Context: an optimization exercise on an open-source flow, tuned for small area, a short achievable clock period and few clock cycles per item. The choices shown serve that exercise and are no tape-out recipe. The RTL was checked by simulation tests, not by an equivalence proof against the original design. Power and IR drop assume default switching activity.

[design/flow/flow/run.sh]
#!/bin/bash
# Own layout flow: the standard ORFS flow (standard.sh) with two changes to how
# the layout is made:
#  * the port buffers that buffer_ports inserts are sky130_fd_sc_hd__buf_4 cells
#    instead of the tool's default pick (a slow clkdlybuf4s50 delay cell);
#  * timing repair aims at a setup margin below the design's clock period, so
#    the resizer also works on paths that already meet the 10 ns clock.
# The clock period, constraints, synthesis and everything else are the standard flow's.
set -euo pipefail
export BUFFER_PORTS_ARGS="-buffer_cell sky130_fd_sc_hd__buf_4"
bash standard.sh SETUP_SLACK_MARGIN=7.0 finish > standard_flow.log 2>&1
[design/flow/constraint.sdc]
create_clock -name core_clock -period 10.0 [get_ports {clk}]
set_input_delay 2.0000 -clock core_clock [delete_from_list [all_inputs] [get_ports {clk}]]
set_output_delay 2.0000 -clock core_clock [all_outputs]
set_load 0.01 [all_outputs]
[design/flow/standard.sh]
#!/bin/bash
# synth_recipe.tcl (not shown) runs the flow's synth.tcl, then flattens the netlist and writes it again
# the make line also repeats each setting of config.mk as NAME=value (left out here)
make -C /OpenROAD-flow-scripts/flow DESIGN_CONFIG=/design/flow/config.mk WORK_HOME=/design/flow/orfs CLKGATE_MAP_FILE= SYNTH_SCRIPT=/design/flow/synth_recipe.tcl "${@:-finish}"
[design/flow/design.v]
module block_relay (
    input             clk,
    input             rst,
    input             rx_valid,
    input      [7:0]  rx_data,
    output reg        rx_ready,
    output reg        tx_valid,
    output reg [7:0]  tx_data,
    input             tx_ready,
    input             dev_ev_valid,
    input             dev_ev_mount,    
    input      [31:0] dev_ev_bs,       
    output reg        blk_req_valid,
    output reg [31:0] blk_req_lba,
    input             blk_wr_en,
    input      [8:0]  blk_wr_addr,
    input      [7:0]  blk_wr_data,
    input             blk_done,
    output reg        fault_wr_idle,
    output reg        fault_done_idle
);
    localparam [31:0] PART_OFFSET = 32'd63;
    localparam [31:0] BLOCK_SIZE  = 32'd512;
    localparam [1:0] P_HEAD  = 2'd0,
                     P_MAGIC = 2'd1,
                     P_REQ   = 2'd2;
    function [15:0] crc16_update;
        input [15:0] c;
        input [7:0]  b;
        integer k;
        reg [15:0] r;
        begin
            r = c ^ {b, 8'h00};
            for (k = 0; k < 8; k = k + 1)
                r = r[15] ? ((r << 1) ^ 16'h1021) : (r << 1);
            crc16_update = r;
        end
    endfunction
    reg dev_state;
    always @(posedge clk) begin
        if (rst)
            dev_state <= 1'b0;
        else if (dev_ev_valid) begin
            if (!dev_ev_mount)
                dev_state <= 1'b0;
            else if (dev_ev_bs == BLOCK_SIZE)
                dev_state <= 1'b1;
        end
    end
    reg        rxv_q;            
    reg  [7:0] rxb_q;            
    reg        rxdev_q;          
    reg  [1:0] pstate;
    reg  [1:0] pcnt;
    reg [31:0] lba_sh;           
    reg        cmd_valid;        
    reg        cmd_ack;          
    wire       is_52  = rxb_q == 8'h52;
    wire       is_2a  = rxb_q == 8'h2A;
    wire       is_5e  = rxb_q == 8'h5E;
    wire       p_ack  = rxv_q && pstate == P_MAGIC && is_5e;
    wire       p_req  = rxv_q && pstate == P_REQ && pcnt == 2'd3 && rxdev_q;
    wire       cmd_take;         
    wire       cmd_valid_nx = (cmd_valid && !cmd_take) || p_ack || p_req;
    always @(posedge clk) begin
        rxb_q <= rx_data;
        if (rst) begin
            rxv_q     <= 1'b0;
            rxdev_q   <= 1'b0;
            rx_ready  <= 1'b1;
            pstate    <= P_HEAD;
            pcnt      <= 2'd0;
            cmd_valid <= 1'b0;
            cmd_ack   <= 1'b0;
        end else begin
            rxv_q    <= rx_valid && rx_ready;
            rxdev_q  <= dev_state;
            rx_ready  <= !cmd_valid_nx;
            cmd_valid <= cmd_valid_nx;
            if (p_ack || p_req)
                cmd_ack <= p_ack;
            if (rxv_q) begin
                case (pstate)
                    P_REQ: begin
                        pcnt <= pcnt + 2'd1;
                        if (pcnt == 2'd3)
                            pstate <= P_HEAD;
                    end
                    default: begin
                        pcnt <= 2'd0;
                        if (pstate == P_MAGIC && is_5e)
                            pstate <= P_HEAD;
                        else if (is_52)
                            pstate <= P_REQ;
                        else if (is_2a)
                            pstate <= P_MAGIC;
                        else
                            pstate <= P_HEAD;
                    end
                endcase
            end
        end
    end
    always @(posedge clk)
        if (rxv_q && pstate == P_REQ)
            lba_sh <= {lba_sh[23:0], rxb_q};
    reg        busy;             
    reg        pend;             
    reg        blk_rdy;          
    reg [31:0] wq_hin;           
    reg [15:0] wq_lon;           
    reg  [7:0] wq_data;
    reg        done_q;
    reg        done_qq;
    reg [4095:0] blkbuf;         
    always @(posedge clk) begin
        wq_hin  <= ~(32'd1 << blk_wr_addr[8:4]);
        wq_data <= blk_wr_data;
        if (rst) begin
            wq_lon          <= 16'hFFFF;
            done_q          <= 1'b0;
            done_qq         <= 1'b0;
            fault_wr_idle   <= 1'b0;
            fault_done_idle <= 1'b0;
        end else begin
            wq_lon          <= (blk_wr_en && busy) ? ~(16'd1 << blk_wr_addr[3:0]) : 16'hFFFF;
            done_q          <= blk_done && busy;
            done_qq         <= done_q;
            fault_wr_idle   <= blk_wr_en && !busy;
            fault_done_idle <= blk_done && !busy;
        end
    end
    genvar gi, gj;
    generate
        for (gi = 0; gi < 512; gi = gi + 1) begin : g_buf
            always @(posedge clk)
                if (!wq_hin[gi / 16] && !wq_lon[gi % 16])
                    blkbuf[8*gi +: 8] <= wq_data;
        end
    endgenerate
    reg        s_idle, s_wait, s_data, s_crch, s_crcl, s_ackk, s_acko;
    reg [63:0] rowsel;           
    reg        rows_done;        
    reg  [7:0] colh;             
    reg [63:0] row_reg;
    reg [15:0] crc;
    reg        sk_valid;
    reg  [7:0] sk_data;
    reg        adv_r;            
    wire       tx_free  = !tx_valid || tx_ready;
    wire       prod_ok  = !sk_valid;
    wire [63:0] row_rd;
    generate
        for (gj = 0; gj < 64; gj = gj + 1) begin : g_rd
            wire [63:0] col;
            for (gi = 0; gi < 64; gi = gi + 1) begin : g_col
                assign col[gi] = blkbuf[64*gi + gj];
            end
            assign row_rd[gj] = |(col & rowsel);
        end
    endgenerate
    wire        row_first = s_wait && (done_qq || blk_rdy);
    wire        advance   = adv_r;
    wire        row_next  = advance && colh[7];
    wire        row_load  = row_first || row_next;      
    wire        last_byte = advance && colh[7] && rows_done;
    wire        prod      = advance || ((s_crch || s_crcl || s_ackk || s_acko) && prod_ok);
    wire [7:0]  prod_data = s_data ? row_reg[7:0] :
                            s_crch ? crc[15:8] :
                            s_crcl ? crc[7:0] :
                            s_ackk ? 8'h4B : 8'h4F;
    wire        buf_free  = !pend && !(s_data && !rows_done && !(row_next && rowsel[63]));
    wire        s_data_nx   = (s_data && !last_byte) || row_first;
    wire        sk_valid_nx = tx_free ? (sk_valid && prod) : (sk_valid || prod);
    wire        issue_req = cmd_valid && !cmd_ack && buf_free;
    wire        issue_ack = cmd_valid && cmd_ack && !pend && s_idle;
    assign      cmd_take  = issue_req || issue_ack;
    always @(posedge clk) begin
        if (rst) begin
            busy          <= 1'b0;
            pend          <= 1'b0;
            blk_rdy       <= 1'b0;
            blk_req_valid <= 1'b0;
            tx_valid      <= 1'b0;
            sk_valid      <= 1'b0;
            adv_r         <= 1'b0;
            s_idle        <= 1'b1;
            s_wait        <= 1'b0;
            s_data        <= 1'b0;
            s_crch        <= 1'b0;
            s_crcl        <= 1'b0;
            s_ackk        <= 1'b0;
            s_acko        <= 1'b0;
        end else begin
            blk_req_valid <= issue_req;
            if (issue_req) begin
                busy <= 1'b1;
                pend <= 1'b1;
            end else if (blk_done && busy)
                busy <= 1'b0;
            if (done_qq)
                blk_rdy <= 1'b1;
            if (tx_free)
                tx_valid <= sk_valid || prod;
            sk_valid <= sk_valid_nx;
            adv_r    <= s_data_nx && !sk_valid_nx;
            if (s_idle) begin
                if (issue_ack) begin
                    s_idle <= 1'b0;
                    s_ackk <= 1'b1;
                end else if (pend || issue_req) begin
                    s_idle <= 1'b0;
                    s_wait <= 1'b1;
                end
            end
            if (row_first) begin
                pend    <= 1'b0;
                blk_rdy <= 1'b0;
                s_wait  <= 1'b0;
                s_data  <= 1'b1;
            end
            if (last_byte) begin
                s_data <= 1'b0;
                s_crch <= 1'b1;
            end
            if (s_crch && prod_ok) begin
                s_crch <= 1'b0;
                s_crcl <= 1'b1;
            end
            if (s_crcl && prod_ok) begin
                s_crcl <= 1'b0;
                s_idle <= 1'b1;
            end
            if (s_ackk && prod_ok) begin
                s_ackk <= 1'b0;
                s_acko <= 1'b1;
            end
            if (s_acko && prod_ok) begin
                s_acko <= 1'b0;
                s_idle <= 1'b1;
            end
        end
    end
    always @(posedge clk) begin
        if (issue_req)
            blk_req_lba <= lba_sh + PART_OFFSET;
        if (s_idle) begin
            rowsel    <= 64'd1;
            rows_done <= 1'b0;
            colh      <= 8'd1;
            crc       <= 16'h0000;
        end
        if (row_first || advance)
            row_reg <= (s_wait || colh[7]) ? row_rd : {8'h00, row_reg[63:8]};
        if (row_load) begin
            rowsel  <= {rowsel[62:0], 1'b0};
            if (rowsel[63])
                rows_done <= 1'b1;
        end
        if (advance) begin
            colh <= {colh[6:0], colh[7]};
            crc  <= crc16_update(crc, row_reg[7:0]);
        end
        if (tx_free)
            tx_data <= sk_valid ? sk_data : prod_data;
        if (prod && (!tx_free || sk_valid))
            sk_data <= prod_data;
    end
endmodule
[design/flow/config.mk]
export PLATFORM = sky130hd
export DESIGN_NAME = block_relay
export DESIGN_NICKNAME = block_relay
export VERILOG_FILES = /design/flow/design.v
export SDC_FILE = /design/flow/constraint.sdc
export NUM_CORES = 4
export LEC_CHECK = 0
export CAP_MARGIN = 20
export CELL_PAD_IN_SITES_GLOBAL_PLACEMENT = 1
export CORE_MARGIN = 2
export CORE_UTILIZATION = 40
export CTS_CLUSTER_DIAMETER = 100
export CTS_CLUSTER_SIZE = 30
export PLACE_DENSITY = 0.5
export SLEW_MARGIN = 20
==> summary.md, run 1 <==
| Metric | Value |
|---|---|
| Reg-to-reg setup timing slack | `6.90 ns` |
| Die ar. | `0.403 sq mm` |
| Ranking of synthesized cells by area | `edfxtp_1 (82%), a22oi_1 (5.0%), a221oi_1 (2.4%)` |
| Yosys warnings | `1` |
| Clock period minus worst slack | `3.56 ns` |
| Logic pwr share | `roughly 1.3%` |
| First-pass GRT wire length | `936,000 um` |
| CP Launch Point | `blk_req_lba[14]` |
| CP max stage cell | `edfxtp_1` |
| Clock Sinks | `4,421` |
| Share of cells above drive strength 1 | `13.9%` |
| Multi-input gate area | `roughly 0.026 sq mm` |
| Chip width | `635 um` |
| DRC violations left | `0` |
| Post-synth top area cell | `edfxtp_1` |
| Final Cycle Share | `35.6%` |
| Switch share | `21.0%` |
| Detailed-router iteration count before antenna repair | `8` |
| Buf/Inv on CP | `1` |
| Net Switching | `around 6.3 mW` |
| Inserted Clock Buffers | `between 150 and 200` |
| Seq pwr share | `between 60% and 70%` |
| Overflow left after global routing | `0` |
| First-iteration detailed-routing DRC count | `18,500` |
| Crit path required time | `about 8.0 ns` |
| Area of the mapped netlist | `0.159 sq mm` |
| Worst setup EP type | `output pin` |
| Max FFs per register | `slightly above 4,000` |
| Critical Path End | `blk_req_lba[14]` |
| Max Slew Vio Count | `0` |
| Fin nets | `8,999` |
| Syn-to-layout area delta | `10.1%` |
| Gr usage total | `35.6%` |
| Pleak | `52.4 nW` |
| Largest delay contributor family on the critical path | `flip-flops` |
| Final setup fails | `0` |
| Vias in the first global route | `91,400` |
| Antenna violations before repair | `45` |
| H-tree levels | `4` |
| Post-synthesis sequential area ratio | `82.8%` |
| Core area | `0.396 sq mm` |
| Max clock buf depth | `4` |
| Die Ht | `about 630 um` |
| Ys async rst share | `0%` |
| Starting Density | `40.2%` |
| # port buffers | `109` |
| Post-Route WL | `728,000 um` |
| Hold Violations, Final | `0` |
| Post-DP Area | `0.169 sq mm` |
| FMAX | `~280 MHz` |
| Synth cell count leaders | `edfxtp_1 (4,327), a22oi_1 (1,050), nor2_1 (613), a221oi_1 (445), a22o_1 (445)` |
| Crit-path cells | `buf_6` |
| Largest net degree at the start of global routing | `183` |
| Mapped Cells | `8,680` |
| Worst vdd ir | `0.129 mV` |
| CTS Root Cell | `clkbuf_16` |
| Status | `complete, no violations` |
| Routed vias | `between 90,000 and 100k` |
| Yosys cell types | `53` |
| Top-area cell type share of the netlist area | `81.6%` |
| RR Endpoint | `row_reg[48]` |
| Clk pwr share | `a little under a third` |
| Cell Int Power | `23.9 mW` |
| Rel. slew slack | `15.7%` |
| FF-to-FF Start | `rowsel[14]` |
| Vias per cell | `6.92` |
| Detailed placement HPWL | `428,000 um` |
| Avg WL per Cell | `around 51 um` |
| Fillers | `34,300` |
| CP Max Fanout | `1` |
| Synth Area per Inst | `18.3 sq um` |
| Post-synth EDFFs | `4,327` |
| Critical Path Max Stage Delay | `0.45 ns` |
| Count leader, synth | `edfxtp_1` |
| Hold slack | `0.455 ns` |
| Std-Cell Rows | `231` |
| Post-route ant nets | `0` |
| Max-Cap Viols | `0` |
| Primary flip-flop cell chosen by synthesis mapping | `edfxtp_1` |
| Unrepaired setup endpoints after global routing | `true` |
| Clock Latency Late Sink | `0.99 ns` |
| Design area | `0.175 sq mm` |
| TritonCTS clock tree | `built` |
| Critical path class | `register to output pin` |
| Io pins | `110` |
| Worst Tran Pin Value | `1.26 ns` |
| Worst hold path type | `register to register` |
| Final core area utilization | `44.2%` |
| Worst Path Arrival | `1.56 ns` |
| Synthesized flop and latch total | `between 4,000 and 5,000` |
| R2r worst-path depth | `7` |
| CTS clk-pin slew, worst paths | `0.11 ns` |
| TNS Setup | `0 ns` |
| Clk_skew | `between 0.05 and 0.06 ns` |
| RD Place Congestion | `between 0.8 and 0.9` |
| PwrDens | `173 mW/mm^2` |
| Sequential cell area | `0.132 sq mm` |
| WP depth | `1` |
| CP Launch Type | `register` |
| Syn_nets | `about 8,700` |
metrics by stage:
stage / instances / setup slack, ns / power (mW)
2_1_floorplan: 8680 / 7.02 / 20.9
3_3_place_gp: 14000 / 6.50 / 21.1
3_5_place_dp: 14000 / 6.48 / 21.1
4_1_cts: 14200 / 6.36 / 30.2
5_1_grt: 14200 / 6.41 / 30.8
6_report: 14200 / 6.44 / 30.2
layer usage:
layer	global-route usage [%]	up-vias	wire (um)
li1	-	36300	-
met1	50.0	54000	289000
met2	55.4	7039	331000
met3	5.59	1187	72400
met4	14.7	12	35800
met5	0	-	86
layout by cell type (no fill, tap or decap), types with 172 or more instances in the layout:
| cell type | n |
|---|---|
| nor2_2 | 244 |
| edfxtp_1 | 4327 |
| nor2_1 | 355 |
| a22oi_1 | 1050 |
| buf_4 | 552 |
| a221oi_1 | 432 |
| a22o_1 | 445 |
| nand3_1 | 172 |
| clkbuf_16 | 183 |
| nand4_1 | 290 |
logic make-up after synthesis:
family / share of synthesized area, %
xor gates and xnor gates: 0.297
DFF: 82.8
AOI/OAI and AO/OA: 10.8
muxes: 0.0629
adders and majority gates: 0.0157
and+or+nand+nor: 4.35
buffers and inverters: 1.69
power groups by stage:
stage                     registers, mW  clock network (mW)  logic, mW
final                              20.3                9.52      0.403
after global routing               20.3                10.0      0.414
after CTS                          20.3                9.53      0.392
after detailed placement           20.7                   0      0.392
after global placement             20.7                   0      0.379
after floorplan                    20.9                   0     0.0272
worst min path at each step:
| stage | from | endpoint | slack, ns | cells past startpoint |
|---|---|---|---|---|
| 2_1_floorplan | rxb_q[1] | lba_sh[1] | 0.40 | 0 |
| 3_3_place_gp | rxb_q[1] | lba_sh[1] | 0.42 | 0 |
| 3_5_place_dp | done_q | done_qq | 0.43 | 1 |
| 4_1_cts | rxb_q[0] | lba_sh[0] | 0.46 | 0 |
| 5_1_grt | done_q | done_qq | 0.48 | 1 |
| 6_report | rxb_q[1] | lba_sh[1] | 0.46 | 0 |
final cells by class:
cell class	instances	area share (%)
flip-flops and latches	4421	75.3
repair buffers	665	3.30
clock buffers	204	2.67
well taps	5242	3.74
inverters	18	0.0386
multi-input cells	3649	14.6
diodes	13	0.0186
clock inverters	37	0.274
timing repair:
action                                  CTS  global route
hold buffers                              0             0
pin swaps                                 1             5
gates resized for setup                  77            35
buffers inserted                          2             8
endpoints found under the setup margin  471           316
Testbench counts, summed over its fixed seeds: cycles 32,680, requests 32.
==> run 2: changes to the inputs <==
--- a/design/flow/design.v
+++ b/design/flow/design.v
@@ -146,6 +146,7 @@
     reg [15:0] crc;
     reg        sk_valid;
     reg  [7:0] sk_data;
+    reg  [7:0] tx_cur;           
     reg        adv_r;            
     wire       tx_free  = !tx_valid || tx_ready;
     wire       prod_ok  = !sk_valid;
@@ -242,8 +243,7 @@
         end
     end
     always @(posedge clk) begin
-        if (issue_req)
-            blk_req_lba <= lba_sh + PART_OFFSET;
+        blk_req_lba <= lba_sh + PART_OFFSET;
         if (s_idle) begin
             rowsel    <= 64'd1;
             rows_done <= 1'b0;
@@ -261,8 +261,8 @@
             colh <= {colh[6:0], colh[7]};
             crc  <= crc16_update(crc, row_reg[7:0]);
         end
-        if (tx_free)
-            tx_data <= sk_valid ? sk_data : prod_data;
+        tx_cur  <= tx_free ? (sk_valid ? sk_data : prod_data) : tx_data;
+        tx_data <= tx_free ? (sk_valid ? sk_data : prod_data) : tx_cur;
         if (prod && (!tx_free || sk_valid))
             sk_data <= prod_data;
     end
--- a/design/flow/flow/run.sh
+++ b/design/flow/flow/run.sh
@@ -8,4 +8,4 @@
 # The clock period, constraints, synthesis and everything else are the standard flow's.
 set -euo pipefail
 export BUFFER_PORTS_ARGS="-buffer_cell sky130_fd_sc_hd__buf_4"
-bash standard.sh SETUP_SLACK_MARGIN=7.0 finish > standard_flow.log 2>&1
+bash standard.sh SETUP_SLACK_MARGIN=7.2 finish > standard_flow.log 2>&1
--- a/design/flow/config.mk
+++ b/design/flow/config.mk
@@ -9,7 +9,7 @@
 export CELL_PAD_IN_SITES_GLOBAL_PLACEMENT = 1
 export CORE_MARGIN = 2
 export CORE_UTILIZATION = 40
-export CTS_CLUSTER_DIAMETER = 100
-export CTS_CLUSTER_SIZE = 30
+export CTS_CLUSTER_DIAMETER = 90
+export CTS_CLUSTER_SIZE = 26
 export PLACE_DENSITY = 0.5
 export SLEW_MARGIN = 20
==> summary.md, run 2 <==
| Metric | Value |
|---|---|
| Buf/Inv on CP | `1 (unchanged)` |
| Final Cycle Share | `34.7% (was 35.6%)` |
| Post-synth EDFFs | `4,287 (was 4,327)` |
| Clk_skew | `0.0639 ns (was 0.0578 ns)` |
| Crit-path cells | `buf_6 (unchanged)` |
| Worst Path Arrival | `1.47 ns (was 1.56 ns)` |
| Commonest non-fill, non-tap cell in the layout | `edfxtp_1 (unchanged)` |
| RD Place Congestion | `0.880 (was 0.885)` |
| Max clock buf depth | `4 (unchanged)` |
| FF-to-FF Start | `rowsel[48] (was rowsel[14])` |
| Worst hold path type | `register to register (unchanged)` |
| Clock period minus worst slack | `3.47 ns (was 3.56 ns)` |
| Post-Route WL | `760,000 um (was 728,000 um)` |
| Unrepaired setup endpoints after global routing | `true (unchanged)` |
| Avg WL per Cell | `52.7 um (was 51.1 um)` |
| Largest delay contributor family on the critical path | `flip-flops (unchanged)` |
| Post-synth top area cell | `edfxtp_1 (unchanged)` |
| TritonCTS clock tree | `built (unchanged)` |
| Post-synthesis mux area share | `0.00630% (was 0.0629%)` |
| Count leader, synth | `edfxtp_1 (unchanged)` |
| Yosys cell types | `53 (unchanged)` |
| Die ar. | `0.402 sq mm (was 0.403 sq mm)` |
| Switch share | `21.1% (was 21.0%)` |
| Cell Int Power | `24.4 mW (was 23.9 mW)` |
| Vias per cell | `6.99 (was 6.92)` |
| Io pins | `110 (unchanged)` |
| Crit path required time | `8.00 ns (about the same)` |
| Logic pwr share | `1.3% (about the same)` |
| Ranking of synthesized cells by area | `edfxtp_1 (81%), a22oi_1 (4.9%), a221oi_1 (2.5%) (was edfxtp_1 (82%), a22oi_1 (5.0%), a221oi_1 (2.4%))` |
| Primary flip-flop cell chosen by synthesis mapping | `edfxtp_1 (unchanged)` |
| H-tree levels | `4 (unchanged)` |
| RR Endpoint | `row_reg[50] (was row_reg[48])` |
| Ys async rst share | `0% (unchanged)` |
| FMAX | `288 MHz (was 281 MHz)` |
| Most frequent cells in the layout | `edfxtp_1 (4,287), a22oi_1 (1,034), buf_4 (531) (was edfxtp_1 (4,327), a22oi_1 (1,050), buf_4 (552))` |
| Critical Path End | `tx_data[3] (was blk_req_lba[14])` |
| Max FFs per register | `4,096 (unchanged)` |
| Inserted Clock Buffers | `204 (was 177)` |
| Clock Sinks | `4,429 (was 4,421)` |
| Rel. slew slack | `15.2% (was 15.7%)` |
| CP Launch Type | `register (unchanged)` |
| CTS Root Cell | `clkbuf_16 (unchanged)` |
| Synthesized flop and latch total | `4,429 (was 4,421)` |
| Placed cells | `14,000 (about the same)` |
| Clk pwr share | `32.9% (was 31.5%)` |
| Simple logic cell fraction of the synthesized area | `4.47% (was 4.35%)` |
| Yosys warnings | `1 (unchanged)` |
| Worst vdd ir | `0.159 mV (was 0.129 mV)` |
| Antenna violations before repair | `63 (was 45)` |
| Synth cell count leaders | `edfxtp_1 (4,287), a22oi_1 (1,042), nor2_1 (614), a221oi_1 (449), a22o_1 (449) (was edfxtp_1 (4,327), a22oi_1 (1,050), nor2_1 (613), a221oi_1 (445), a22o_1 (445))` |
| Status | `complete, no violations (unchanged)` |
| Mapped Cells | `8,724 (was 8,680)` |
| Pleak | `53.7 nW (was 52.4 nW)` |
| Synth Area in Compound Gates | `10.8% (about the same)` |
| PwrDens | `173 mW/mm^2 (about the same)` |
| R2r worst-path depth | `7 (unchanged)` |
| Top-area cell type share of the netlist area | `81.1% (was 81.6%)` |
| DRC violations left | `0 (unchanged)` |
| Detailed placement HPWL | `445,000 um (was 428,000 um)` |
| Critical path class | `register to output pin (unchanged)` |
| Syn_nets | `8,791 (was 8,747)` |
| Reg-to-reg setup timing slack | `7.08 ns (was 6.90 ns)` |
| Multi-input gate area | `0.0267 sq mm (was 0.0257 sq mm)` |
| Largest net degree at the start of global routing | `169 (was 183)` |
| Post-route ant nets | `0 (unchanged)` |
| Synth Area in XOR/XNOR | `0.298% (was 0.297%)` |
| Final setup fails | `0 (unchanged)` |
| Worst setup EP type | `output pin (unchanged)` |
| Fillers | `34,000 (was 34,300)` |
| Worst Tran Pin Value | `1.27 ns (was 1.26 ns)` |
| Post-layout instance count excluding filler cells | `14,400 (was 14,200)` |
| Chip width | `634 um (was 635 um)` |
| Starting Density | `40.1% (was 40.2%)` |
| Hold slack | `0.425 ns (was 0.455 ns)` |
| Std-Cell Rows | `231 (unchanged)` |
| WP depth | `1 (unchanged)` |
| Post-synthesis sequential area ratio | `82.9% (was 82.8%)` |
| Share of cells above drive strength 1 | `16.3% (was 13.9%)` |
| Core area | `0.396 sq mm (about the same)` |
| Seq pwr share | `65.9% (was 67.2%)` |
| First-iteration detailed-routing DRC count | `19,900 (was 18,500)` |
| Power, Total | `30.9 mW (was 30.2 mW)` |
| TNS Setup | `0 ns (unchanged)` |
| # port buffers | `109 (unchanged)` |
| CP max stage cell | `dfxtp_4 (was edfxtp_1)` |
| Clock Latency Late Sink | `1.01 ns (was 0.99 ns)` |
| CTS clk-pin slew, worst paths | `0.10 ns (was 0.11 ns)` |
| Max-Cap Viols | `0 (unchanged)` |
| Area of the mapped netlist | `0.159 sq mm (about the same)` |
| Hold Violations, Final | `0 (unchanged)` |
| CP Launch Point | `tx_data[3] (was blk_req_lba[14])` |
| Overflow left after global routing | `0 (unchanged)` |
| Gr usage total | `36.9% (was 35.6%)` |
| Largest family of logic cells by synthesized area | `compound AO/OA/AOI/OAI gates (unchanged)` |
| Max Slew Vio Count | `0 (unchanged)` |
| Die Ht | `634 um (was 635 um)` |
| Critical Path Max Stage Delay | `0.37 ns (was 0.45 ns)` |
| Routed vias | `101,000 (was 98,600)` |
| Syn-to-layout area delta | `12.2% (was 10.1%)` |
| Detailed-router iteration count before antenna repair | `8 (unchanged)` |
| Sequential cell area | `0.132 sq mm (about the same)` |
| Net Switching | `6.52 mW (was 6.34 mW)` |
| Adder-cell share of the synthesized area | `0.0158% (was 0.0157%)` |
| First-pass GRT wire length | `963,000 um (was 936,000 um)` |
| Vias in the first global route | `92,000 (was 91,400)` |
| Fin nets | `9,138 (was 8,999)` |
| CP Max Fanout | `2 (was 1)` |
| Synth Area per Inst | `18.2 sq um (was 18.3 sq um)` |
run 2: changes by cell type in the layout (fill, tap and decap cells not counted), sizes merged, moves of 9 or more:
cell / previous run / this run
edfxtp: 4327 / 4287
clkinv: 14 / 26
clkbuf: 204 / 255
nand2: 76 / 96
diode: 13 / 22
dfxtp: 94 / 142
buf: 665 / 723
run 2: how the worst min path moves through the flow:
stage / startpoint / end / slack, ns / cells past startpoint
final: tx_cur[3] / tx_data[3] / 0.43 / 2
after global placement: tx_cur[2] / tx_data[2] / 0.41 / 1
after detailed placement: tx_cur[3] / tx_data[3] / 0.41 / 2
after CTS: tx_cur[3] / tx_data[3] / 0.42 / 2
after global routing: tx_cur[3] / tx_data[3] / 0.45 / 2
after floorplan: rxb_q[0] / lba_sh[0] / 0.40 / 0
run 2: cell type report:
type	instances	area share (%)
diodes	22	0.0309
clock buffers	249	3.03
clock inverters	51	0.310
inverters	11	0.0232
multi-input cells	3689	15.0
flip-flops and latches	4429	73.9
well taps	5242	3.68
repair buffers	736	4.05
run 2: power groups by stage:
stage	combinational, mW	sequential, mW	clock, mW
after global placement	0.358	20.8	0
after detailed placement	0.371	20.8	0
after CTS	0.375	20.3	10.2
final	0.387	20.3	10.2
after floorplan	0.0195	20.9	0
after global routing	0.395	20.3	10.7
run 2: through the flow:
stage | area (sq um) | util, % | worst slack, ns
global placement | 169000 | 42.7 | 5.92
finish | 178000 | 45.0 | 6.53
CTS | 177000 | 44.8 | 6.47
detailed placement | 169000 | 42.8 | 6.19
global route | 178000 | 45.0 | 6.49
floorplan | 159000 | - | 7.03
run 2: cell families (layout without fill, tap and decap cells):
family	after synthesis	count (layout)
buf+inv	607	1047
fa+ha+maj	2	2
xor+xnor	54	54
mux	1	1
compound gates	2170	2170
other cells	0	22
simple gates	1461	1462
flops	4429	4429
run 2: routing by layer:
metal  part of all wire [%]  vias to the layer above  track usage (%)
li1                       -                    36700                -
met1                     38                    54700             50.9
met2                     45                     8079             56.6
met3                     12                     1402             7.86
met4                    5.3                       28             15.6
met5                  0.032                        -            0.109
run 2: repair_timing:
action                                  in CTS  in global routing
pin swaps                                   30                 29
gates cloned                                 8                  6
endpoints found under the setup margin    1025                401
resized for setup                          282                133
buffers inserted                            53                 24
hold buffers                                 0                  0
Testbench counts of run 2, summed over its fixed seeds: cycles 32,680, requests 32.
==> run 3: changes to the inputs <==
--- a/design/flow/flow/run.sh
+++ b/design/flow/flow/run.sh
@@ -8,4 +8,4 @@
 # The clock period, constraints, synthesis and everything else are the standard flow's.
 set -euo pipefail
 export BUFFER_PORTS_ARGS="-buffer_cell sky130_fd_sc_hd__buf_4"
-bash standard.sh SETUP_SLACK_MARGIN=7.2 finish > standard_flow.log 2>&1
+bash standard.sh SETUP_SLACK_MARGIN=6.7 finish > standard_flow.log 2>&1
==> summary.md, run 3 <==
| Metric | Value |
|---|---|
| Power, Total | `31.1 mW (was 30.9 mW)` |
| Status | `complete, no violations (unchanged)` |
| Max FFs per register | `4,096 (unchanged)` |
| Io pins | `110 (unchanged)` |
| Worst Path Arrival | `4.18 ns (was 1.47 ns)` |
| Critical path's most frequent cell | `buf_4` |
| Routed vias | `99,600 (was 101,000)` |
| Gr usage total | `36.3% (was 36.9%)` |
| TritonCTS clock tree | `built (unchanged)` |
| Unrepaired setup endpoints after global routing | `true (unchanged)` |
| Synthesized flop and latch total | `4,429 (unchanged)` |
| Max-Cap Viols | `0 (unchanged)` |
| Worst setup EP type | `register (was output pin)` |
| Largest net degree at the start of global routing | `178 (was 169)` |
| Clock Latency Late Sink | `1.00 ns (was 1.01 ns)` |
| Count leader, synth | `edfxtp_1 (unchanged)` |
| Die ar. | `0.402 sq mm (unchanged)` |
| Die Ht | `634 um (unchanged)` |
| TNS Setup | `0 ns (unchanged)` |
| Commonest non-fill, non-tap cell in the layout | `edfxtp_1 (unchanged)` |
| Max Slew Vio Count | `0 (unchanged)` |
| CP Max Fanout | `18 (was 2)` |
| Critical Path Max Stage Delay | `0.76 ns (was 0.37 ns)` |
| Pre-CTS setup slack | `5.92 ns (was 6.19 ns)` |
| Critical path class | `register to register (was register to output pin)` |
| Top-area cell type share of the netlist area | `81.1% (unchanged)` |
| Syn-to-layout area delta | `10.9% (was 12.2%)` |
| Worst hold path type | `register to register (unchanged)` |
| FMAX | `289 MHz (was 288 MHz)` |
| Area of the mapped netlist | `0.159 sq mm (unchanged)` |
| Post-Route WL | `742,000 um (was 760,000 um)` |
| Chip width | `634 um (unchanged)` |
| Post-synth EDFFs | `4,287 (unchanged)` |
| CP Launch Type | `register (unchanged)` |
| Hold_buf cts | `0 (unchanged)` |
| Ranking of synthesized cells by area | `edfxtp_1 (81%), a22oi_1 (4.9%), a221oi_1 (2.5%) (unchanged)` |
| Hold Violations, Final | `0 (unchanged)` |
| Ys async rst share | `0% (unchanged)` |
| Pleak | `52.8 nW (was 53.7 nW)` |
| Multi-input gate area | `0.0259 sq mm (was 0.0267 sq mm)` |
| Avg WL per Cell | `51.8 um (was 52.7 um)` |
| GRT busiest layer | `met2 (unchanged)` |
| # port buffers | `109 (unchanged)` |
| Met1 Resource Use GR | `50.3% (was 50.9%)` |
| Primary flip-flop cell chosen by synthesis mapping | `edfxtp_1 (unchanged)` |
| Fillers | `34,200 (was 34,000)` |
| Met2 GRT Util | `56.3% (was 56.6%)` |
| Post-synth top area cell | `edfxtp_1 (unchanged)` |
| H-tree levels | `4 (unchanged)` |
| Rel. slew slack | `11.2% (was 15.2%)` |
| CTS clk-pin slew, worst paths | `0.11 ns (was 0.10 ns)` |
| Clk_skew | `0.0593 ns (was 0.0639 ns)` |
| Crit-path cells | `buf_4 > buf_4 > buf_4 > a22o_1 > a221oi_1 > nand4_1 > nor4_1 > a21oi_1 (was buf_6)` |
| Detailed-router iteration count before antenna repair | `9 (was 8)` |
| Clock period minus worst slack | `3.46 ns (was 3.47 ns)` |
| Clock Sinks | `4,429 (unchanged)` |
| Vias in the first global route | `91,500 (was 92,000)` |
| Synth cell count leaders | `edfxtp_1 (4,287), a22oi_1 (1,042), nor2_1 (614), a221oi_1 (449), a22o_1 (449) (unchanged)` |
| Fin nets | `9,042 (was 9,138)` |
| Antenna violations before repair | `60 (was 63)` |
| Worst Setup Slack, final | `6.54 ns (was 6.53 ns)` |
| Worst Tran Pin Value | `1.33 ns (was 1.27 ns)` |
| Post-route ant nets | `0 (unchanged)` |
| Overflow left after global routing | `0 (unchanged)` |
| Sequential cell area | `0.132 sq mm (about the same)` |
| DRC violations left | `0 (unchanged)` |
| Final Cycle Share | `34.6% (was 34.7%)` |
| Yosys warnings | `1 (unchanged)` |
| Std-Cell Rows | `231 (unchanged)` |
| Synth Area per Inst | `18.2 sq um (unchanged)` |
| Mapped Cells | `8,724 (unchanged)` |
| Most frequent cells in the layout | `edfxtp_1 (4,287), a22oi_1 (1,042), buf_4 (530) (was edfxtp_1 (4,287), a22oi_1 (1,034), buf_4 (531))` |
| Max clock buf depth | `4 (unchanged)` |
| CP max stage cell | `nor4_1 (was dfxtp_4)` |
| Final setup fails | `0 (unchanged)` |
| First-iteration detailed-routing DRC count | `20,800 (was 19,900)` |
| Core area | `0.396 sq mm (unchanged)` |
| PwrDens | `176 mW/mm^2 (was 173 mW/mm^2)` |
| Yosys cell types | `53 (unchanged)` |
| Met3 Usage GRT | `7.07% (was 7.86%)` |
| CTS Root Cell | `clkbuf_16 (unchanged)` |
| Post-synthesis sequential area ratio | `82.9% (unchanged)` |
| RD Place Congestion | `0.898 (was 0.880)` |
| Worst vdd ir | `0.134 mV (was 0.159 mV)` |
| Inserted Clock Buffers | `203 (was 204)` |
| Vias per cell | `6.95 (was 6.99)` |
| Starting Density | `40.1% (unchanged)` |
| First-pass GRT wire length | `950,000 um (was 963,000 um)` |
| Syn_nets | `8,791 (unchanged)` |
| Share of cells above drive strength 1 | `14.5% (was 16.3%)` |
| Crit path required time | `10.72 ns (was 8.00 ns)` |
| Detailed placement HPWL | `441,000 um (was 445,000 um)` |
[run 3: cell counts after synthesis]
Identical to the previous run, type by type.
[run 3: cell families (layout without fill, tap and decap cells)]
logic type | count (synthesis) | count (layout) | share of synthesized area [%]
DFF | 4429 | 4429 | 82.9
AOI/OAI and AO/OA | 2170 | 2170 | 10.8
and+or+nand+nor | 1461 | 1461 | 4.47
buffers and inverters | 607 | 956 | 1.50
xor gates and xnor gates | 54 | 54 | 0.298
adders and majority gates | 2 | 2 | 0.0158
muxes | 1 | 1 | 0.00630
other | 0 | 19 | 0
[run 3: cell type report]
cell class / count / share of cell area [%]
Antenna cell: 19 / 0.0270
Clock buffer: 249 / 3.09
Clock inverter: 54 / 0.392
Inverter: 11 / 0.0234
Multi-Input combinational cell: 3688 / 14.7
Sequential cell: 4429 / 74.8
Tap cell: 5242 / 3.72
Timing Repair Buffer: 642 / 3.24
[run 3: what timing repair did]
item                                    4_1_cts  5_1_grt
hold endpoints to repair                      0        0
pin swaps                                     2        1
buffers inserted                              4        0
gates resized for setup                     110       16
endpoints found under the setup margin      114      119
[run 3: per-layer routing]
metal | routed length (um) | share of wire [%]
met1 | 287000 | 39
met4 | 38300 | 5.2
met5 | 61 | 0.0082
met2 | 335000 | 45
met3 | 82200 | 11
[run 3: where the power goes]
group	internal [mW]	total [mW]	switching, mW	leakage, nW
sequential	20.3	20.4	0.0550	40.0
combinational	0.0400	0.367	0.327	9.87
clock	4.22	10.3	6.12	2.99
[run 3: through the flow]
step	hold WS, ns	instances	utilization (%)	area (sq um)
after CTS	0.441	14300	44.5	176000
after detailed placement	0.423	14000	42.8	169000
final	0.433	14300	44.5	176000
after floorplan	0.400	8724	-	159000
after global placement	0.410	14000	42.7	169000
after global routing	0.454	14300	44.5	176000
[run 3: final timing paths]
path	depth (start not counted)	start	end	slack [ns]
max	8	rowsel[54]	row_reg[5]	6.54
min	2	tx_cur[1]	tx_data[1]	0.43
max reg2reg	8	rowsel[54]	row_reg[5]	6.54
min reg2reg	2	tx_cur[1]	tx_data[1]	0.43
[run 3: critical path: cells and delay by family, from the launching register on]
family	cells	cell delay, ns
DFF	1	0.38
and+or+nand+nor	2	1.14
AOI/OAI and AO/OA	3	0.66
buffers and inverters	3	0.92
==> run 4: changes to the inputs <==
--- a/design/flow/config.mk
+++ b/design/flow/config.mk
@@ -11,5 +11,5 @@
 export CORE_UTILIZATION = 40
 export CTS_CLUSTER_DIAMETER = 90
 export CTS_CLUSTER_SIZE = 26
-export PLACE_DENSITY = 0.5
+export PLACE_DENSITY = 0.56
 export SLEW_MARGIN = 20
==> summary.md, run 4 <==
| Metric | Value |
|---|---|
| Die Ht | `634 um (unchanged)` |
| RD Place Congestion | `0.903 (was 0.898)` |
| Clock Sinks | `4,429 (unchanged)` |
| Max FFs per register | `4,096 (unchanged)` |
| Status | `complete, no violations (unchanged)` |
| Critical path class | `register to output pin (was register to register)` |
| Hold_buf cts | `0 (unchanged)` |
| Max clock buf depth | `4 (unchanged)` |
| Worst setup EP type | `output pin (was register)` |
| Primary flip-flop cell chosen by synthesis mapping | `edfxtp_1 (unchanged)` |
| Design area | `0.175 sq mm (was 0.176 sq mm)` |
| CP max stage cell | `dfxtp_2 (was nor4_1)` |
| Final setup fails | `0 (unchanged)` |
| Fillers | `34,100 (was 34,200)` |
| Worst hold path type | `register to register (unchanged)` |
| Vias in the first global route | `91,500 (about the same)` |
| Switch share | `20.8% (was 20.9%)` |
| Antenna violations before repair | `41 (was 60)` |
| Pleak | `52.6 nW (was 52.8 nW)` |
| Max-Cap Viols | `0 (unchanged)` |
| Final core area utilization | `44.3% (was 44.5%)` |
| Largest delay contributor family on the critical path | `flip-flops (was simple AND/OR/NAND/NOR gates)` |
| Ys async rst share | `0% (unchanged)` |
| Rel. slew slack | `13.8% (was 11.2%)` |
| Fin nets | `9,041 (was 9,042)` |
| Clk_skew | `0.0655 ns (was 0.0593 ns)` |
| Detailed placement HPWL | `410,000 um (was 441,000 um)` |
| Routed vias | `99,800 (was 99,600)` |
| Mapped Cells | `8,724 (unchanged)` |
| Post-Route WL | `698,000 um (was 742,000 um)` |
| Syn_nets | `8,791 (unchanged)` |
| Inserted Clock Buffers | `198 (was 203)` |
| Net Switching | `6.35 mW (was 6.51 mW)` |
| PwrDens | `174 mW/mm^2 (was 176 mW/mm^2)` |
| Top-area cell type share of the netlist area | `81.1% (unchanged)` |
| Final Cycle Share | `34.3% (was 34.6%)` |
| Crit path required time | `8.00 ns (was 10.72 ns)` |
| # port buffers | `109 (unchanged)` |
| TritonCTS clock tree | `built (unchanged)` |
| Std-Cell Rows | `231 (unchanged)` |
| First-iteration detailed-routing DRC count | `20,700 (was 20,800)` |
| Clock period minus worst slack | `3.43 ns (was 3.46 ns)` |
| Yosys cell types | `53 (unchanged)` |
| Post-route ant nets | `0 (unchanged)` |
| Post-DP Area | `0.169 sq mm (about the same)` |
| Io pins | `110 (unchanged)` |
| Max Slew Vio Count | `0 (unchanged)` |
| Crit-path cells | `buf_6 (was buf_4 > buf_4 > buf_4 > a22o_1 > a221oi_1 > nand4_1 > nor4_1 > a21oi_1)` |
| CTS Root Cell | `clkbuf_16 (unchanged)` |
| Overflow left after global routing | `0 (unchanged)` |
| Cell Int Power | `24.2 mW (was 24.6 mW)` |
| H-tree levels | `4 (unchanged)` |
| Area of the mapped netlist | `0.159 sq mm (unchanged)` |
| Post-synthesis sequential area ratio | `82.9% (unchanged)` |
| Clock Latency Late Sink | `1.01 ns (was 1.00 ns)` |
| Detailed-router iteration count before antenna repair | `9 (unchanged)` |
| Hold Violations, Final | `0 (unchanged)` |
| TNS Setup | `0 ns (unchanged)` |
| Yosys warnings | `1 (unchanged)` |
| Syn-to-layout area delta | `10.4% (was 10.9%)` |
| Worst vdd ir | `0.146 mV (was 0.134 mV)` |
| Worst Path Arrival | `1.43 ns (was 4.18 ns)` |
| Seq pwr share | `66.6% (was 65.5%)` |
| CP Launch Type | `register (unchanged)` |
| Gr usage total | `34.0% (was 36.3%)` |
| Most frequent cells in the layout | `edfxtp_1 (4,287), a22oi_1 (1,042), buf_4 (538) (was edfxtp_1 (4,287), a22oi_1 (1,042), buf_4 (530))` |
| Critical Path Max Stage Delay | `0.34 ns (was 0.76 ns)` |
| Largest net degree at the start of global routing | `193 (was 178)` |
| Post-synth EDFFs | `4,287 (unchanged)` |
| CP Max Fanout | `2 (was 18)` |
| Ranking of synthesized cells by area | `edfxtp_1 (81%), a22oi_1 (4.9%), a221oi_1 (2.5%) (unchanged)` |
| Vias per cell | `6.97 (was 6.95)` |
| Reg-to-reg setup timing slack | `6.62 ns (was 6.54 ns)` |
| Buf/Inv on CP | `1 (was 3)` |
| Post-synth top area cell | `edfxtp_1 (unchanged)` |
| FMAX | `291 MHz (was 289 MHz)` |
| Core area | `0.396 sq mm (unchanged)` |
| Unrepaired setup endpoints after global routing | `true (unchanged)` |
| Die ar. | `0.402 sq mm (unchanged)` |
| Worst Tran Pin Value | `1.29 ns (was 1.33 ns)` |
| Synth cell count leaders | `edfxtp_1 (4,287), a22oi_1 (1,042), nor2_1 (614), a221oi_1 (449), a22o_1 (449) (unchanged)` |
| Share of cells above drive strength 1 | `13.6% (was 14.5%)` |
| Synthesized flop and latch total | `4,429 (unchanged)` |
| Chip width | `634 um (unchanged)` |
| Avg WL per Cell | `48.7 um (was 51.8 um)` |
| Commonest non-fill, non-tap cell in the layout | `edfxtp_1 (unchanged)` |
| CTS clk-pin slew, worst paths | `0.10 ns (was 0.11 ns)` |
| Logic pwr share | `1.2% (about the same)` |
| Starting Density | `40.1% (unchanged)` |
| Clk pwr share | `32.2% (was 33.3%)` |
| First-pass GRT wire length | `901,000 um (was 950,000 um)` |
| Count leader, synth | `edfxtp_1 (unchanged)` |
| Synth Area per Inst | `18.2 sq um (unchanged)` |
| DRC violations left | `0 (unchanged)` |
[run 4: cell count changes in the layout (fill, tap and decap cells not counted), sizes merged, moves of 2 or more]
cell,previous run,this run
inv,26,22
clkinv,25,15
clkbuf,249,263
clkinvlp,3,1
buf,642,645
bufinv,11,2
[run 4: power groups by stage]
stage | logic [mW] | clock network, mW | registers (mW)
2_1_floorplan | 0.0186 | 0 | 20.9
3_3_place_gp | 0.339 | 0 | 20.8
3_5_place_dp | 0.352 | 0 | 20.8
4_1_cts | 0.351 | 9.82 | 20.3
5_1_grt | 0.377 | 10.4 | 20.3
6_report | 0.366 | 9.84 | 20.3
[run 4: per-layer routing]
layer	GRT usage [%]	part of all wire (%)	wire, um
met2	52.0	45	312000
met3	7.60	13	89700
met4	15.7	5.5	38400
met5	0	0.0074	52
met1	46.4	37	259000
[run 4: logic make-up (layout without fill, tap and decap cells)]
| family | Yosys count | count (layout) | synth area share [%] |
|---|---|---|---|
| compound gates | 2170 | 2170 | 10.8 |
| xor+xnor | 54 | 54 | 0.298 |
| fa+ha+maj | 2 | 2 | 0.0158 |
| buf+inv | 607 | 948 | 1.50 |
| flops | 4429 | 4429 | 82.9 |
| mux | 1 | 1 | 0.00630 |
| other cells | 0 | 19 | 0 |
| simple gates | 1461 | 1462 | 4.47 |
[run 4: worst paths after layout]
check / from / endpoint / cells past startpoint
max: tx_data[3] / tx_data[3] / 1
min: tx_cur[0] / tx_data[0] / 2
max reg2reg: rowsel[15] / row_reg[54] / 6
min reg2reg: tx_cur[0] / tx_data[0] / 2
[run 4: cell type report]
type,count,area (sq um),share of cell area (%)
inverters,11,41.3,0.0235
multi-input cells,3689,25600,14.6
diodes,19,47.5,0.0271
clock buffers,263,5320,3.03
clock inverters,29,358,0.204
well taps,5242,6560,3.74
flip-flops and latches,4429,132000,75.1
repair buffers,645,5660,3.23
[run 4: per-stage QoR]
step	setup slack (ns)	total power [mW]	instances	hold slack (ns)
floorplan	6.90	20.9	8724	0.400
global placement	6.11	21.1	14000	0.410
detailed placement	6.12	21.1	14000	0.413
CTS	6.51	30.5	14300	0.428
global route	6.53	31.1	14300	0.453
finish	6.57	30.5	14300	0.424
[run 4: timing repair]
item | in CTS | in global routing
setup endpoints to repair | 59 | 176
pin swaps | 0 | 1
cloned | 0 | 1
buffers inserted | 6 | 2
resized for setup | 98 | 15
hold endpoints to repair | 0 | 0
==> run 5: changes to the inputs <==
--- a/design/flow/config.mk
+++ b/design/flow/config.mk
@@ -11,5 +11,5 @@
 export CORE_UTILIZATION = 40
 export CTS_CLUSTER_DIAMETER = 90
 export CTS_CLUSTER_SIZE = 26
-export PLACE_DENSITY = 0.56
+export PLACE_DENSITY = 0.62
 export SLEW_MARGIN = 20
==> summary.md, run 5 <==
| Metric | Value |
|---|---|
| Yosys warnings | `1 (unchanged)` |
| Vias per cell | `6.99 (was 6.97)` |
| Worst vdd ir | `0.139 mV (was 0.146 mV)` |
| Adder-cell share of the synthesized area | `0.0158% (unchanged)` |
| RR Endpoint | `row_reg[25] (was row_reg[54])` |
| FF-to-FF Start | `rowsel[17] (was rowsel[15])` |
| Worst setup EP type | `output pin (unchanged)` |
| Unrepaired setup endpoints after global routing | `true (unchanged)` |
| First-iteration detailed-routing DRC count | `21,700 (was 20,700)` |
| Clock period minus worst slack | `3.45 ns (was 3.43 ns)` |
| Sequential cell area | `0.132 sq mm (about the same)` |
| R2r worst-path depth | `6 (unchanged)` |
| Max clock buf depth | `4 (unchanged)` |
| Routed vias | `100,000 (was 99,800)` |
| Syn_nets | `8,791 (unchanged)` |
| Synth Area in Compound Gates | `10.8% (unchanged)` |
| Syn-to-layout area delta | `10.4% (about the same)` |
| Post-synth top area cell | `edfxtp_1 (unchanged)` |
| Multi-input gate area | `0.0255 sq mm (was 0.0256 sq mm)` |
| Crit-path cells | `buf_6 (unchanged)` |
| Synthesized flop and latch total | `4,429 (unchanged)` |
| Starting Density | `40.1% (unchanged)` |
| Top-area cell type share of the netlist area | `81.1% (unchanged)` |
| Critical Path Max Stage Delay | `0.37 ns (was 0.34 ns)` |
| CP Max Fanout | `3 (was 2)` |
| Pleak | `52.7 nW (was 52.6 nW)` |
| FMAX | `290 MHz (was 291 MHz)` |
| Count leader, synth | `edfxtp_1 (unchanged)` |
| Reg-to-reg setup timing slack | `6.55 ns (was 6.62 ns)` |
| Clock Latency Late Sink | `1.01 ns (about the same)` |
| Hold_buf cts | `0 (unchanged)` |
| Area of the mapped netlist | `0.159 sq mm (unchanged)` |
| Share of cells above drive strength 1 | `13.2% (was 13.6%)` |
| Fin nets | `9,064 (was 9,041)` |
| Vias in the first global route | `91,700 (was 91,500)` |
| Synth cell count leaders | `edfxtp_1 (4,287), a22oi_1 (1,042), nor2_1 (614), a221oi_1 (449), a22o_1 (449) (unchanged)` |
| Clock Sinks | `4,429 (unchanged)` |
| Ys async rst share | `0% (unchanged)` |
| TNS Setup | `0 ns (unchanged)` |
| DRC violations left | `0 (unchanged)` |
| Io pins | `110 (unchanged)` |
| Antenna violations before repair | `31 (was 41)` |
| RD Place Congestion | `0.912 (was 0.903)` |
| Detailed placement HPWL | `389,000 um (was 410,000 um)` |
| Final Cycle Share | `34.5% (was 34.3%)` |
| H-tree levels | `4 (unchanged)` |
| CTS Root Cell | `clkbuf_16 (unchanged)` |
| Design area | `0.175 sq mm (about the same)` |
| Core area | `0.396 sq mm (unchanged)` |
| Post-synthesis sequential area ratio | `82.9% (unchanged)` |
| Overflow left after global routing | `0 (unchanged)` |
| Status | `complete, no violations (unchanged)` |
| Critical path class | `register to output pin (unchanged)` |
| Max-Cap Viols | `0 (unchanged)` |
| Post-DP Area | `0.169 sq mm (about the same)` |
| Worst Tran Pin Value | `1.40 ns (was 1.29 ns)` |
| Ranking of synthesized cells by area | `edfxtp_1 (81%), a22oi_1 (4.9%), a221oi_1 (2.5%) (unchanged)` |
| Worst hold path type | `register to register (unchanged)` |
| Hold Violations, Final | `0 (unchanged)` |
| Die Ht | `634 um (unchanged)` |
| Largest net degree at the start of global routing | `220 (was 193)` |
| Post-Route WL | `670,000 um (was 698,000 um)` |
| Simple logic cell fraction of the synthesized area | `4.47% (unchanged)` |
| Worst Path Arrival | `1.45 ns (was 1.43 ns)` |
| Gr usage total | `32.6% (was 34.0%)` |
| Synth Area per Inst | `18.2 sq um (unchanged)` |
| Synth Area in XOR/XNOR | `0.298% (unchanged)` |
| WP depth | `1 (unchanged)` |
| Largest delay contributor family on the critical path | `flip-flops (unchanged)` |
| # port buffers | `109 (unchanged)` |
| Largest family of logic cells by synthesized area | `compound AO/OA/AOI/OAI gates (unchanged)` |
| Std-Cell Rows | `231 (unchanged)` |
| Hold slack | `0.422 ns (was 0.424 ns)` |
| CTS clk-pin slew, worst paths | `0.11 ns (was 0.10 ns)` |
| Rel. slew slack | `6.84% (was 13.8%)` |
| Fillers | `33,800 (was 34,100)` |
| Mapped Cells | `8,724 (unchanged)` |
| Post-synthesis mux area share | `0.00630% (unchanged)` |
| PwrDens | `174 mW/mm^2 (about the same)` |
| CP max stage cell | `dfxtp_4 (was dfxtp_2)` |
| Buf/Inv on CP | `1 (unchanged)` |
| Primary flip-flop cell chosen by synthesis mapping | `edfxtp_1 (unchanged)` |
| Final setup fails | `0 (unchanged)` |
| Detailed-router iteration count before antenna repair | `9 (unchanged)` |
| Post-route ant nets | `0 (unchanged)` |
| Crit path required time | `8.00 ns (about the same)` |
| Max Slew Vio Count | `0 (unchanged)` |
| Avg WL per Cell | `46.7 um (was 48.7 um)` |
| Die ar. | `0.402 sq mm (unchanged)` |
| Max FFs per register | `4,096 (unchanged)` |
| TritonCTS clock tree | `built (unchanged)` |
| Critical Path End | `tx_valid (was tx_data[3])` |
| Post-synth EDFFs | `4,287 (unchanged)` |
| CP Launch Type | `register (unchanged)` |
| Most frequent cells in the layout | `edfxtp_1 (4,287), a22oi_1 (1,042), buf_4 (569) (was edfxtp_1 (4,287), a22oi_1 (1,042), buf_4 (538))` |
| Yosys cell types | `53 (unchanged)` |
| Clk_skew | `0.0862 ns (was 0.0655 ns)` |
| Chip width | `634 um (unchanged)` |
| First-pass GRT wire length | `872,000 um (was 901,000 um)` |
| CP Launch Point | `tx_valid (was tx_data[3])` |
| Commonest non-fill, non-tap cell in the layout | `edfxtp_1 (unchanged)` |
| Inserted Clock Buffers | `199 (was 198)` |
## run 5: cell count changes in the layout (fill, tap and decap cells not counted), sizes merged
cell | previous run | this run
bufinv | 2 | 1
clkbuf | 263 | 253
buf | 645 | 668
diode | 19 | 22
inv | 22 | 21
clkinv | 15 | 14
or2 | 5 | 4
clkinvlp | 1 | 0
## run 5: stage by stage
stage	worst slack (ns)	utilization [%]	power (mW)	instances
global placement	5.44	42.6	21.1	14000
global route	6.52	44.3	31.0	14300
floorplan	6.90	-	20.9	8724
finish	6.55	44.3	30.5	14300
detailed placement	6.07	42.7	21.1	14000
CTS	6.50	44.2	30.4	14300
## run 5: final cells by class
| cell class | instances | share of cell area [%] |
|---|---|---|
| Antenna cell | 22 | 0.0314 |
| Tap cell | 5242 | 3.74 |
| Inverter | 11 | 0.0236 |
| Clock inverter | 25 | 0.235 |
| Timing Repair Buffer | 668 | 3.27 |
| Multi-Input combinational cell | 3688 | 14.5 |
| Clock buffer | 253 | 2.99 |
| Sequential cell | 4429 | 75.2 |
## run 5: cell families (layout without fill, tap and decap cells)
kind of cell	count (synthesis)	after routing
compound gates	2170	2170
flops	4429	4429
buf+inv	607	957
xor+xnor	54	54
other cells	0	22
mux	1	1
simple gates	1461	1461
fa+ha+maj	2	2
## run 5: per-layer routing
layer  GRT usage, %  vias to the layer above  share of wire [%]  wire length [um]
met2           48.6                     9503                 43            291000
met1           43.6                    52400                 35            236000
met5              0                        -              0.013                89
li1               -                    36500                  -                 -
met3           9.29                     1762                 15            101000
met4           16.8                       14                6.3             42500
## run 5: worst min-delay path by stage
stage	startpoint	to	slack, ns	cells past startpoint
after global placement	rxb_q[0]	lba_sh[0]	0.41	0
final	tx_cur[6]	tx_data[6]	0.42	2
after global routing	tx_cur[6]	tx_data[6]	0.44	2
after floorplan	rxb_q[0]	lba_sh[0]	0.40	0
after CTS	tx_cur[6]	tx_data[6]	0.43	2
after detailed placement	tx_cur[6]	tx_data[6]	0.41	2
## run 5: report_power, final
group          leakage (nW)  switching, mW  internal (mW)
clock                  2.73           5.96           3.81
sequential             40.0         0.0333           20.3
combinational          9.98          0.338         0.0389
total                  52.7           6.33           24.1
## run 5: worst register-to-register path: cells and delay by family (launching register included)
| family | cells | cell delay [ns] |
|---|---|---|
| compound gates | 3 | 1.18 |
| simple gates | 2 | 0.82 |
| flops | 1 | 0.74 |
| buf+inv | 1 | 0.40 |
## run 5: repair_timing
action / in CTS / in global routing
gates resized for setup: 88 / 24
buffers inserted: 8 / 0
endpoints found under the setup margin: 64 / 56
==> run 6: changes to the inputs <==
--- a/design/flow/flow/run.sh
+++ b/design/flow/flow/run.sh
@@ -8,4 +8,4 @@
 # The clock period, constraints, synthesis and everything else are the standard flow's.
 set -euo pipefail
 export BUFFER_PORTS_ARGS="-buffer_cell sky130_fd_sc_hd__buf_4"
-bash standard.sh SETUP_SLACK_MARGIN=6.7 finish > standard_flow.log 2>&1
+bash standard.sh SETUP_SLACK_MARGIN=7.0 finish > standard_flow.log 2>&1
--- a/design/flow/config.mk
+++ b/design/flow/config.mk
@@ -11,5 +11,5 @@
 export CORE_UTILIZATION = 40
 export CTS_CLUSTER_DIAMETER = 90
 export CTS_CLUSTER_SIZE = 26
-export PLACE_DENSITY = 0.62
+export PLACE_DENSITY = 0.56
 export SLEW_MARGIN = 20
==> summary.md, run 6 <==
| Metric | Value |
|---|---|
| Status | `complete, no violations (unchanged)` |
| Buf/Inv on CP | `1 (unchanged)` |
| Overflow left after global routing | `0 (unchanged)` |
| Hold_buf cts | `0 (unchanged)` |
| Critical Path Max Stage Delay | `0.34 ns (was 0.37 ns)` |
| Pleak | `52.9 nW (was 52.7 nW)` |
| Largest delay contributor family on the critical path | `flip-flops (unchanged)` |
| Clock Latency Late Sink | `1.00 ns (was 1.01 ns)` |
| Inserted Clock Buffers | `200 (was 199)` |
| First-iteration detailed-routing DRC count | `19,900 (was 21,700)` |
| Post-synthesis sequential area ratio | `82.9% (unchanged)` |
| H-tree levels | `4 (unchanged)` |
| Vias in the first global route | `91,500 (was 91,700)` |
| Synth Area per Inst | `18.2 sq um (unchanged)` |
| Ranking of synthesized cells by area | `edfxtp_1 (81%), a22oi_1 (4.9%), a221oi_1 (2.5%) (unchanged)` |
| Worst vdd ir | `0.136 mV (was 0.139 mV)` |
| Reg-to-reg setup timing slack | `6.92 ns (was 6.55 ns)` |
| Max clock buf depth | `4 (unchanged)` |
| TritonCTS clock tree | `built (unchanged)` |
| CTS clk-pin slew, worst paths | `0.09 ns (was 0.11 ns)` |
| Count leader, synth | `edfxtp_1 (unchanged)` |
| FMAX | `291 MHz (was 290 MHz)` |
| Routed vias | `100,000 (about the same)` |
| Synth cell count leaders | `edfxtp_1 (4,287), a22oi_1 (1,042), nor2_1 (614), a221oi_1 (449), a22o_1 (449) (unchanged)` |
| Gr usage total | `34.1% (was 32.6%)` |
| Mapped Cells | `8,724 (unchanged)` |
| Detailed placement HPWL | `412,000 um (was 389,000 um)` |
| TNS Setup | `0 ns (unchanged)` |
| Hold Violations, Final | `0 (unchanged)` |
| Post-layout instance count excluding filler cells | `14,400 (was 14,300)` |
| Avg WL per Cell | `48.6 um (was 46.7 um)` |
| # port buffers | `109 (unchanged)` |
| CP Launch Type | `register (unchanged)` |
| Top-area cell type share of the netlist area | `81.1% (unchanged)` |
| Max Slew Vio Count | `0 (unchanged)` |
| Clk pwr share | `32.4% (was 32.1%)` |
| Most frequent cells in the layout | `edfxtp_1 (4,287), a22oi_1 (1,042), buf_4 (567) (was edfxtp_1 (4,287), a22oi_1 (1,042), buf_4 (569))` |
| Yosys warnings | `1 (unchanged)` |
| Max-Cap Viols | `0 (unchanged)` |
| Final setup fails | `0 (unchanged)` |
| Worst setup EP type | `output pin (unchanged)` |
| Crit path required time | `8.00 ns (about the same)` |
| Synthesized flop and latch total | `4,429 (unchanged)` |
| Vias per cell | `6.97 (was 6.99)` |
| Die Ht | `634 um (unchanged)` |
| Post-synth EDFFs | `4,287 (unchanged)` |
| Fin nets | `9,083 (was 9,064)` |
| Std-Cell Rows | `231 (unchanged)` |
| Core area | `0.396 sq mm (unchanged)` |
| Antenna violations before repair | `47 (was 31)` |
| CTS Root Cell | `clkbuf_16 (unchanged)` |
| DRC violations left | `0 (unchanged)` |
| CP max stage cell | `dfxtp_2 (was dfxtp_4)` |
| Logic pwr share | `1.2% (about the same)` |
| Placed cells | `14,000 (about the same)` |
| Io pins | `110 (unchanged)` |
| Rel. slew slack | `15.8% (was 6.84%)` |
| Syn_nets | `8,791 (unchanged)` |
| Seq pwr share | `66.4% (was 66.7%)` |
| Die ar. | `0.402 sq mm (unchanged)` |
| Post-Route WL | `698,000 um (was 670,000 um)` |
| Commonest non-fill, non-tap cell in the layout | `edfxtp_1 (unchanged)` |
| Clk_skew | `0.0689 ns (was 0.0862 ns)` |
| CP Max Fanout | `2 (was 3)` |
| Chip width | `634 um (unchanged)` |
| Share of cells above drive strength 1 | `14.4% (was 13.2%)` |
| Worst hold path type | `register to register (unchanged)` |
| Area of the mapped netlist | `0.159 sq mm (unchanged)` |
| Post-synth top area cell | `edfxtp_1 (unchanged)` |
| Largest net degree at the start of global routing | `208 (was 220)` |
| Yosys cell types | `53 (unchanged)` |
| Syn-to-layout area delta | `10.9% (was 10.4%)` |
| Net Switching | `6.37 mW (was 6.33 mW)` |
| RD Place Congestion | `0.913 (was 0.912)` |
| Final Cycle Share | `34.3% (was 34.5%)` |
| Critical path class | `register to output pin (unchanged)` |
| PwrDens | `174 mW/mm^2 (about the same)` |
| First-pass GRT wire length | `905,000 um (was 872,000 um)` |
| Switch share | `20.8% (about the same)` |
| Fillers | `34,000 (was 33,800)` |
| Worst Tran Pin Value | `1.26 ns (was 1.40 ns)` |
| Ys async rst share | `0% (unchanged)` |
| Crit-path cells | `buf_6 (unchanged)` |
| Worst Path Arrival | `1.43 ns (was 1.45 ns)` |
| Primary flip-flop cell chosen by synthesis mapping | `edfxtp_1 (unchanged)` |
| Clock Sinks | `4,429 (unchanged)` |
| Clock period minus worst slack | `3.43 ns (was 3.45 ns)` |
| Post-route ant nets | `0 (unchanged)` |
| Detailed-router iteration count before antenna repair | `7 (was 9)` |
| Cell Int Power | `24.3 mW (was 24.1 mW)` |
| Unrepaired setup endpoints after global routing | `true (unchanged)` |
| Max FFs per register | `4,096 (unchanged)` |
| Starting Density | `40.1% (unchanged)` |
## run 6: cell count changes in the layout (fill, tap and decap cells not counted), sizes merged
cell      change
buf          +18
inv           +1
clkbuf       +16
bufinv        +1
clkinvlp      +3
clkinv        +1
diode         -4
## run 6: metrics by stage
step / utilization [%] / cell area [sq um] / hold WS [ns] / setup slack (ns) / total power, mW
global route: 44.5 / 176000 / 0.451 / 6.53 / 31.2
detailed placement: 42.8 / 169000 / 0.414 / 6.20 / 21.1
finish: 44.5 / 176000 / 0.425 / 6.57 / 30.6
global placement: 42.7 / 169000 / 0.413 / 6.18 / 21.1
CTS: 44.4 / 176000 / 0.427 / 6.51 / 30.6
floorplan: - / 159000 / 0.400 / 7.00 / 20.9
## run 6: cell families after synthesis
kind of cell               after synthesis  synth area share, %
buffers and inverters                  607                 1.50
and+or+nand+nor                       1461                 4.47
muxes                                    1              0.00630
adders and majority gates                2               0.0158
DFF                                   4429                 82.9
xor gates and xnor gates                54                0.298
AOI/OAI and AO/OA                     2170                 10.8
## run 6: final cells by class
| cell class | instances | area, sq um | share of cell area (%) |
|---|---|---|---|
| flip-flops and latches | 4429 | 132000 | 74.8 |
| multi-input cells | 3688 | 25900 | 14.7 |
| well taps | 5242 | 6560 | 3.73 |
| repair buffers | 686 | 5960 | 3.39 |
| clock buffers | 269 | 5430 | 3.09 |
| clock inverters | 31 | 370 | 0.210 |
| diodes | 18 | 45.0 | 0.0256 |
| inverters | 11 | 41.3 | 0.0235 |
## run 6: repair_timing
action,CTS,global route
setup buffers,10,5
pin swaps,7,7
resized for setup,154,35
endpoints found under the setup margin,480,308
## run 6: worst reg2reg max path: stages (launching register included)
cell,delay (ns)
edfxtp_1,0.70
buf_12,0.37
a22o_1,0.55
a221oi_1,0.37
nand4_1,0.19
nor4_2,0.52
a21oi_1,0.14
## run 6: power groups by stage
stage | Sequential (mW) | Clock [mW] | Combinational, mW
2_1_floorplan | 20.9 | 0 | 0.0186
3_3_place_gp | 20.8 | 0 | 0.340
3_5_place_dp | 20.8 | 0 | 0.353
4_1_cts | 20.3 | 9.91 | 0.353
5_1_grt | 20.3 | 10.5 | 0.377
6_report | 20.3 | 9.94 | 0.366
## run 6: metal layers
metal / routed length (um) / global-route usage, % / share of wire [%] / vias up
li1: - / - / - / 36500
met1: 259000 / 46.7 / 37 / 53400
met2: 313000 / 52.3 / 45 / 8685
met3: 87900 / 7.17 / 13 / 1532
met4: 38500 / 15.6 / 5.5 / 16
met5: 100 / 0 / 0.014 / -
## run 6: path summary, 6_finish.rpt
check        cells after the start       start           to
max                              1  tx_data[2]   tx_data[2]
min                              2   tx_cur[6]   tx_data[6]
max reg2reg                      6  rowsel[28]  row_reg[28]
min reg2reg                      2   tx_cur[6]   tx_data[6]

==> port drivers added, routing unchanged <==
No port has a modelled driver above. Below, the same layouts with a new extraction and two added sets of constraints.
Step 1: set_driving_cell puts a clkbuf_16 on clk and a buf_2 on each other input, an assumption about the parent block.
Step 2, shift: input delay + t, output delay - t, t = (earliest + latest rising clock arrival at the registers) / 2. This alone moves slack from input paths to output paths.
a / b / c = ideal ports / drivers / drivers and shift; a / b = the first two.
run	t, ns	setup WS [ns]	hold WS [ns]
run 1	1.091	6.443 / 6.311 / 6.666	0.455 / 0.455 / 0.455
run 2	1.093	6.533 / 6.423 / 6.429	0.425 / 0.425 / 0.425
run 3	1.082	6.542 / 6.459 / 5.880	0.433 / 0.433 / 0.433
run 4	1.081	6.567 / 6.460 / 6.089	0.424 / 0.424 / 0.424
run 5	1.075	6.546 / 6.434 / 6.023	0.422 / 0.422 / 0.422
run 6	1.070	6.569 / 6.463 / 6.136	0.425 / 0.425 / 0.425
After both steps every run listed still meets setup and hold. For run 3, which loses most, drivers alone change the setup slack by -0.083 ns; drivers and shift together by -0.662 ns.
